Source: an optimization exercise on an open RTL-to-GDS flow (aim: small area). Production flows keep margins and buffers that such runs may drop.
Only simulation tests tie the RTL to the original design; equivalence was not proved.
Power figures rest on the tool's default switching activity, not on a simulated workload.

Setup of north:
Design remimo_core, start of the top module:
module remimo_core (
    input  wire        clk,
    input  wire        rst,         
    output wire        mem_req,
    output wire        mem_we,
    output wire [15:0] mem_addr,
    output wire [15:0] mem_wdata,
    input  wire        mem_ready,
    input  wire [15:0] mem_rdata,
    output wire        halted,
    output wire [1:0]  cause,       
    output wire [15:0] pc,
    output wire [15:0] r0,
    output wire [15:0] r1,
    output wire [15:0] r2,
    output wire [15:0] r3,
    output wire [3:0]  flags        
);
For scale: ~110 flip-flops, about 140 I/O pins.
Settings: LEC_CHECK=0, ABC_AREA=1, CAP_MARGIN=0, CORE_MARGIN=2, CORE_UTILIZATION=50, SLEW_MARGIN=0; clock period 10.0 ns.
standard.sh (not shown) runs the stock make flow with config.mk's settings and CLKGATE_MAP_FILE= SYNTH_SCRIPT=/design/flow/synth_recipe.tcl, a recipe that flattens the netlist after the stock synthesis.
==> flow/flow/run.sh <==
#!/bin/bash
# The standard ORFS layout (standard.sh), built with these changes:
#  - synthesis: the standard flow's own synthesis script (synth_recipe.tcl), except that
#    Yosys's abc maps the logic with each of the area-oriented scripts
#    flow/s*.abc and keeps the smallest result (flow/abc_best.tcl), and
#    adders are left to abc. Registers, their names and cell types are
#    those of the standard synthesis.
#  - every port is buffered with the smallest buffer cell;
#  - the clock tree uses small buffers and no dummy loads.
# The flow's output goes to standard_flow.log here; each ORFS step keeps
# its own log under orfs/logs.
set -euo pipefail
W=$PWD
export BUFFER_PORTS_ARGS="-buffer_cell sky130_fd_sc_hd__buf_1"
export CTS_ARGS="-sink_clustering_enable -repair_clock_nets -buf_list sky130_fd_sc_hd__clkbuf_4 -dont_use_dummy_load -sink_clustering_size 20 -sink_clustering_max_diameter 60"
mkdir -p "$W/abc_best"
{
  head -n 1 synth_recipe.tcl
  echo "set ::abc_best_scripts [list $(ls "$W"/flow/s*.abc | tr '\n' ' ')]"
  echo "set ::abc_best_dir $W/abc_best"
  echo "source $W/flow/abc_best.tcl"
  tail -n +2 synth_recipe.tcl
} > flow_synth.tcl
sed "s#SYNTH_SCRIPT=[^ ]*#SYNTH_SCRIPT=$W/flow_synth.tcl ADDER_MAP_FILE=#" standard.sh > flow_standard.sh
bash flow_standard.sh > standard_flow.log 2>&1
Other scripts of this flow, unchanged in this note and not shown: flow/flow/abc_best.tcl, flow/flow/s01.abc, flow/flow/s02.abc, flow/flow/s03.abc, flow/flow/s04.abc, flow/flow/s05.abc, flow/flow/s06.abc, flow/flow/s07.abc, flow/flow/s08.abc, flow/flow/s09.abc, flow/flow/s10.abc, flow/flow/s11.abc
north: done, clean on timing, DRC and antenna
#### Input delta (south over north)
--- a/flow/design.v
+++ b/flow/design.v
@@ -148,42 +148,43 @@
     reg [1:0]  wb, pc_in;
     always @(*) begin
         rd_en = 1'b0;
         rs_en = 1'b0;
         pc_en = 1'b0;
         t_sh  = 1'b0;
         last  = 1'b0;
         wb    = 2'b00;
         pc_in = p_sum;
         if (exec) begin
             pc_en = lo;
-            rs_en = lo;
             last  = end8;
             if (is_alu) begin
                 rd_en = 1'b1;
+                rs_en = 1'b1;
                 wb    = alu_fo ? rd_o : alu_res;
             end else if (is_sh) begin
                 rd_en = 1'b1;
+                rs_en = lo;
                 wb    = sh_wb;
                 last  = sh_last;
             end else if (is_mvi) begin
                 rd_en = 1'b1;
                 wb    = mvi_wb;
             end else if (is_b) begin
                 pc_in = ~cnt[2] ? imm_d : cnt[1] ? 2'b00 : cnt[0] ? ir[11:10] : ir[9:8];
             end
         end else if (f_ls | ls1) begin
             pc_en = 1'b1;
             rd_en = 1'b1;
             rs_en = 1'b1;
-            t_sh  = 1'b1;            
+            t_sh  = ls1;
             wb    = pc_q[1:0];
             pc_in = s_sum;
             last  = end8;
         end else if ((p2 & ~stall) | rest) begin
             rd_en = 1'b1;
             pc_en = 1'b1;
             t_sh  = 1'b1;
             wb    = (p2_acc & ~lst) ? mem_rdata[1:0] : t[1:0];
             last  = end8;
         end else if (init) begin
             pc_en = 1'b1;
Results
- Looking only at first-pass GRT wire length, and setting everything else aside, the higher value of north and south goes to north.
- Between north and south, the worst slack on hold paths figures differ only marginally.
- Taking north as the reference, in south overall global routing resource usage dropped 0.68 points; post-layout total power climbed 600 uW.
- | global routing met2 resource utilization | south vs north | 0.73 points lower |

==> what the ideal ports hide <==
The results above use ideal ports. As a check the final layouts listed here were re-extracted and re-timed, cells and wires unchanged.
Step 1, drivers: a clkbuf_16 drives clk and a buf_2 each remaining input, both assumed.
Step 2 also shifts input and output timing later by t, the mid clock arrival at the registers, as if the neighbouring blocks saw the same clock.
Three values: ideal, step 1, step 2; two values: the first two.
run | shift t [ns] | setup slack, ns | worst setup path after step 2 | slew at the worst register clock pin (ns) | cell pins on the clock port's net
north | 0.544 | 5.125 / 5.135 / 4.591 | input to register | 0.10 / 0.10 | 1
south | 0.519 | 4.824 / 4.836 / 4.317 | input to register | 0.10 / 0.10 | 1
After both steps every run listed still meets setup and hold. For north, which loses most, drivers alone change the setup slack by +0.010 ns; drivers and shift together by -0.534 ns.
